What follows belongs to an exercise in optimizing a design on an open flow for small area; a production flow would make more cautious choices. Function was checked by simulation only, so behaviour that the tests miss may differ from the original. Power and IR drop assume default switching activity.

Design swpd, start of the top module:
module swpd (
    input  wire        clk,
    input  wire        rst,
    input  wire [31:0] now_us,
    input  wire        line_i,
    output wire        line_oe,
    output wire        line_o,
    input  wire [5:0]  bus_addr,
    input  wire        bus_we,
    input  wire [31:0] bus_wdata,
    output reg  [31:0] bus_rdata,
    output wire        done_o,
    output wire        busy_o
);
For scale: about 310 flip-flops.
==> flow/config.mk <==
export PLATFORM = sky130hd
export DESIGN_NAME = swpd
export DESIGN_NICKNAME = swpd
export VERILOG_FILES = /design/flow/design.v
export SDC_FILE = /design/flow/constraint.sdc
export NUM_CORES = 4
export LEC_CHECK = 0
export ABC_AREA = 1
export CAP_MARGIN = 20
export CORE_MARGIN = 2
export CORE_UTILIZATION = 70
export PLACE_DENSITY = 0.8
export SLEW_MARGIN = 20
==> flow/constraint.sdc <==
create_clock -name core_clock -period 12.0 [get_ports {clk}]
set_input_delay 2.4000 -clock core_clock [delete_from_list [all_inputs] [get_ports {clk}]]
set_output_delay 2.4000 -clock core_clock [all_outputs]
set_load 0.01 [all_outputs]
standard.sh (not shown) runs the stock make flow with config.mk's settings and CLKGATE_MAP_FILE= SYNTH_SCRIPT=/design/flow/synth_recipe.tcl, a recipe that flattens the netlist after the stock synthesis.
==> flow/flow/run.sh <==
#!/bin/bash
# Own layout flow: the standard flow (standard.sh, unchanged synthesis
# script and register mapping) with these changes to how the layout is made:
#   * the ABC technology-mapping script is area-oriented (flow/abc_area.script)
#   * the port buffers are the smallest buffer cell
#   * clock tree: larger sink clusters, no dummy loads.
# Every tool's output stays in ORFS's own logs under orfs/logs; make's output
# goes to make.log here.
set -euo pipefail
W=$(pwd)
rm -rf "$W/scripts_own"
cp -r "$FLOW_HOME/scripts" "$W/scripts_own"
cp "$W/flow/abc_area.script" "$W/scripts_own/abc_area.script"
bash "$W/standard.sh" \
  SCRIPTS_DIR="$W/scripts_own" \
  BUFFER_PORTS_ARGS="-buffer_cell sky130_fd_sc_hd__buf_1" \
  CTS_ARGS="-sink_clustering_enable -repair_clock_nets -sink_clustering_size 15 -sink_clustering_max_diameter 150 -buf_list sky130_fd_sc_hd__clkbuf_8 -dont_use_dummy_load" \
  finish > "$W/make.log" 2>&1
==> flow/flow/abc_area.script <==
&get -n
&st
&dch
&nf
&st
&syn2
&dch
&nf
&st
&syn2
&dch
&nf
&put
topo
stime -c
Change:
Settings changed: CAP_MARGIN 20 to 5, CORE_UTILIZATION 70 to 60, PLACE_DENSITY 0.8 to 0.7, SLEW_MARGIN 20 to 5.
=>
- The changed run completed without violations
- register-to-register slack loses 160 ps
- hold slack is better by 5.8 ps
- power stays flat
- routed wire length grows by about 4%
- sequential power hardly moves

* * *

== job 101 ==
The RTL this note starts from:
==> flow/design.v <==
module swpd (
    input  wire        clk,
    input  wire        rst,
    input  wire [31:0] now_us,
    input  wire        line_i,
    output wire        line_oe,
    output wire        line_o,
    input  wire [5:0]  bus_addr,
    input  wire        bus_we,
    input  wire [31:0] bus_wdata,
    output reg  [31:0] bus_rdata,
    output wire        done_o,
    output wire        busy_o
);
    reg        busy;
    reg [2:0]  code;
    reg [31:0] t_mark;
    reg [39:0] shift;
    reg [5:0]  bit_cnt;
    reg        done;
    reg [31:0] cfg_timeout;
    reg [31:0] cfg_start_low;
    reg [31:0] cfg_release;
    reg [31:0] cfg_bit0_min;
    reg [31:0] cfg_bit0_max;
    reg [31:0] cfg_bit1_min;
    reg [31:0] cfg_bit1_max;
    wire [3:0] slot     = bus_addr[5:2];
    wire       op_ctrl  = bus_we && (slot == 4'd0);
    wire       op_start = op_ctrl && bus_wdata[0];
    wire       op_clear = op_ctrl && (bus_wdata[1:0] == 2'b10);
    function [31:0] sub32(input [31:0] a, input [31:0] b);
        integer j;
        reg [31:0] p, g;
        reg c, r;
        begin
            p = ~(a ^ b);
            g = a & ~b;
            c = 1'b1;
            for (j = 0; j < 32; j = j + 2) begin
                sub32[j]   = p[j] ^ c;
                r          = g[j] | (p[j] & c);
                sub32[j+1] = p[j+1] ^ r;
                c = (g[j+1] | (p[j+1] & g[j])) | (p[j+1] & p[j] & c);
            end
        end
    endfunction
    function cmp32(input [31:0] a, input [31:0] b, input ci);
        integer j;
        reg [31:0] p, g;
        reg c;
        begin
            g = a & ~b;
            p = a | ~b;
            c = ci;
            for (j = 0; j < 32; j = j + 4)
                c = (g[j+3] | (p[j+3] & (g[j+2] | (p[j+2] & (g[j+1] | (p[j+1] & g[j]))))))
                  | (p[j+3] & p[j+2] & p[j+1] & p[j] & c);
            cmp32 = c;
        end
    endfunction
    wire [31:0] elapsed   = sub32(now_us, t_mark);
    wire [31:0] lim       = (code == 3'd1) ? cfg_start_low :
                            (code == 3'd2) ? cfg_release : cfg_timeout;
    wire        lim_hit   = !cmp32(lim, elapsed, 1'b0);
    wire        timed_out = lim_hit;
    wire        is_zero   = !cmp32(cfg_bit0_min, elapsed, 1'b0) && cmp32(cfg_bit0_max, elapsed, 1'b1);
    wire        is_one    = !cmp32(cfg_bit1_min, elapsed, 1'b0) && cmp32(cfg_bit1_max, elapsed, 1'b1);
    wire        malformed = !is_zero && !is_one;
    wire        last_bit  = bit_cnt[5] & bit_cnt[2] & bit_cnt[1] & bit_cnt[0];
    wire        frame_valid = !busy && (code == 3'd1);
    wire [7:0]  sum4        = shift[39:32] + shift[31:24] + shift[23:16] + shift[15:8];
    wire        sum_ok      = (sum4 == shift[7:0]);
    wire        chk_ok      = frame_valid && sum_ok;
    wire [2:0]  state       = busy ? code : 3'd0;
    reg  [3:0]  result;
    reg  [2:0]  err_state;
    always @(*) begin
        result    = 4'd0;
        err_state = 3'd0;
        if (!busy) begin
            case (code)
                3'd1:       result = sum_ok ? 4'd1 : 4'd2;
                3'd2:       begin result = 4'd5; err_state = 3'd7; end
                3'd3, 3'd4, 3'd5: begin result = 4'd3; err_state = code; end
                3'd6, 3'd7: begin result = 4'd4; err_state = code; end
                default: ;
            endcase
        end
    end
    wire        err_any = !busy && (code[2] | code[1]);
    wire [5:0]  err_bit = err_any ? bit_cnt : 6'd0;
    wire        inv     = !busy && (code == 3'd2);
    assign line_oe = busy && (code == 3'd1);
    assign line_o  = 1'b0;
    assign done_o  = done;
    assign busy_o  = busy;
    always @(*) begin
        case (slot)
            4'd1:  bus_rdata = {10'd0, bit_cnt, result, 1'b0, state, 3'b000,
                               line_oe, chk_ok, frame_valid, done, busy};
            4'd2:  bus_rdata = frame_valid ? shift[39:8] : 32'd0;
            4'd3:  bus_rdata = frame_valid ? {16'd0, sum4, shift[7:0]} : 32'd0;
            4'd4:  bus_rdata = {21'd0, err_state, 2'b00, err_bit};
            4'd5:  bus_rdata = inv ? t_mark : 32'd0;
            4'd6:  bus_rdata = cfg_timeout;
            4'd7:  bus_rdata = cfg_start_low;
            4'd8:  bus_rdata = cfg_release;
            4'd9:  bus_rdata = cfg_bit0_min;
            4'd10: bus_rdata = cfg_bit0_max;
            4'd11: bus_rdata = cfg_bit1_min;
            4'd12: bus_rdata = cfg_bit1_max;
            default: bus_rdata = 32'd0;
        endcase
    end
    wire        cfg_wr = bus_we && !busy;
    wire [31:0] w_lo   = bus_wdata & {32{~rst}};
    wire [31:0] w_hi   = bus_wdata | {32{rst}};
    function [31:0] rv(input [31:0] r);
        integer i;
        for (i = 0; i < 32; i = i + 1)
            rv[i] = r[i] ? w_hi[i] : w_lo[i];
    endfunction
    always @(posedge clk) begin
        if (rst || (cfg_wr && slot == 4'd6))  cfg_timeout   <= rv(32'd1000);
        if (rst || (cfg_wr && slot == 4'd7))  cfg_start_low <= rv(32'd18000);
        if (rst || (cfg_wr && slot == 4'd8))  cfg_release   <= rv(32'd30);
        if (rst || (cfg_wr && slot == 4'd9))  cfg_bit0_min  <= rv(32'd40);
        if (rst || (cfg_wr && slot == 4'd10)) cfg_bit0_max  <= rv(32'd50);
        if (rst || (cfg_wr && slot == 4'd11)) cfg_bit1_min  <= rv(32'd65);
        if (rst || (cfg_wr && slot == 4'd12)) cfg_bit1_max  <= rv(32'd75);
    end
    always @(posedge clk) begin
        if (!busy) begin
            if (op_start)
                t_mark <= now_us;
        end else begin
            case (code)
                3'd1: if (lim_hit) t_mark <= now_us;
                3'd2: if (lim_hit) t_mark <= now_us;
                3'd3, 3'd4, 3'd5:
                      if (line_i == (code == 3'd4)) t_mark <= now_us;
                3'd6: if (line_i) t_mark <= now_us;
                3'd7: if (!line_i) t_mark <= malformed ? elapsed : now_us;
                default: ;
            endcase
        end
        if (busy && code == 3'd7 && !line_i && !malformed)
            shift <= {shift[38:0], !is_zero};
    end
    always @(posedge clk) begin
        if (rst) begin
            busy          <= 1'b0;
            code          <= 3'd0;
            bit_cnt       <= 6'd0;
            done          <= 1'b0;
        end else begin
            if (op_clear)
                done <= 1'b0;
            if (!busy) begin
                if (op_start) begin
                    busy    <= 1'b1;
                    code    <= 3'd1;
                    bit_cnt <= 6'd0;
                    done    <= 1'b0;
                end
            end else begin
                case (code)
                    3'd1: if (lim_hit) code <= 3'd2;
                    3'd2: if (lim_hit) code <= 3'd3;
                    3'd3, 3'd4, 3'd5, 3'd6: begin
                        if (line_i == (code == 3'd4 || code == 3'd6))
                            code <= code + 3'd1;
                        else if (timed_out) begin
                            busy <= 1'b0;
                            done <= 1'b1;
                        end
                    end
                    default: begin  
                        if (!line_i) begin
                            if (malformed) begin
                                busy <= 1'b0;
                                code <= 3'd2;
                                done <= 1'b1;
                            end else begin
                                bit_cnt <= bit_cnt + 6'd1;
                                if (last_bit) begin
                                    busy <= 1'b0;
                                    code <= 3'd1;
                                    done <= 1'b1;
                                end else
                                    code <= 3'd6;
                            end
                        end else if (timed_out) begin
                            busy <= 1'b0;
                            done <= 1'b1;
                        end
                    end
                endcase
            end
        end
    end
endmodule
clock: 12.0 ns
lec_check: 0
abc_area: 1
cap_margin: 20
core_margin: 2
core_utilization: 60
cts_buf_list: sky130_fd_sc_hd__clkbuf_4
place_density: 0.7
slew_margin: 20
run.sh (not shown) runs the stock make flow with config.mk's settings and CLKGATE_MAP_FILE= SYNTH_SCRIPT=/design/flow/synth_recipe.tcl, a recipe that flattens the netlist after the stock synthesis.
Stock flow here: none of the scripts above is used.
Job 101 completed; timing, DRC and antenna clean
Changes in job 102 relative to job 101:
# job 101
export LEC_CHECK = 0
export ABC_AREA = 1
export CAP_MARGIN = 20
export CORE_MARGIN = 2
export CORE_UTILIZATION = 60
export CTS_BUF_LIST = sky130_fd_sc_hd__clkbuf_4
export PLACE_DENSITY = 0.7
export SLEW_MARGIN = 20
create_clock -name core_clock -period 12.0 [get_ports {clk}]
# job 102
export LEC_CHECK = 0
export ABC_AREA = 1
export CAP_MARGIN = 20
export CORE_MARGIN = 2
export CORE_UTILIZATION = 40
export PLACE_DENSITY = 0.6
export SLEW_MARGIN = 20
create_clock -name core_clock -period 12.0 [get_ports {clk}]
==> comparison <==
- Against job 101, number of DRC markers in iteration 0 in job 102 fell by more than 10%.
- Job 102: worst path buffer plus inverter count is 1 higher than what job 101 reported.
- Looking only at count of plain and timing-repair buffers in the layout, and setting everything else aside, the lower value of job 101 and job 102 goes to job 101.
- In the flow results for job 101 and job 102, the final cycle utilization of the critical path is larger on job 101.
- Worst hold slack (higher): job 102
- Met2 global-route usage in job 102 vs job 101: down 16 points
- In job 102 the synthesis-to-layout area growth turned out 2.5 points higher than in job 101.

re-timing with driven ports:
No port has a modelled driver above. Below, the same layouts with a new extraction and two added sets of constraints. Step 1, drivers: a clkbuf_16 drives clk and a buf_2 each remaining input, both assumed. Step 2 moves the port delays by t, midway between the first and last clock arrival at a register: inputs arrive t later, outputs are due t later. That takes back most of the time a late clock gives input paths. Slacks: ideal / step 1 / step 2; pairs: ideal / step 1.
run	shift t [ns]	setup slack, ns	worst setup path after step 2	slew at the worst register clock pin (ns)	cell pins on the clock port's net
the first run of note 1	0.599	1.944 / 1.960 / 1.361	input to register	0.11 / 0.11	1
the second run of note 1	0.627	1.794 / 1.816 / 1.189	input to register	0.11 / 0.11	1
job 101	0.762	3.251 / 3.217 / 3.066	input to register	0.08 / 0.08	1
job 102	0.599	3.407 / 3.377 / 3.011	input to register	0.07 / 0.07	1
After both steps every run listed still meets setup and hold. The setup slack of the second run of note 1, which loses most, moves by +0.022 ns with the drivers and by -0.605 ns with both steps.
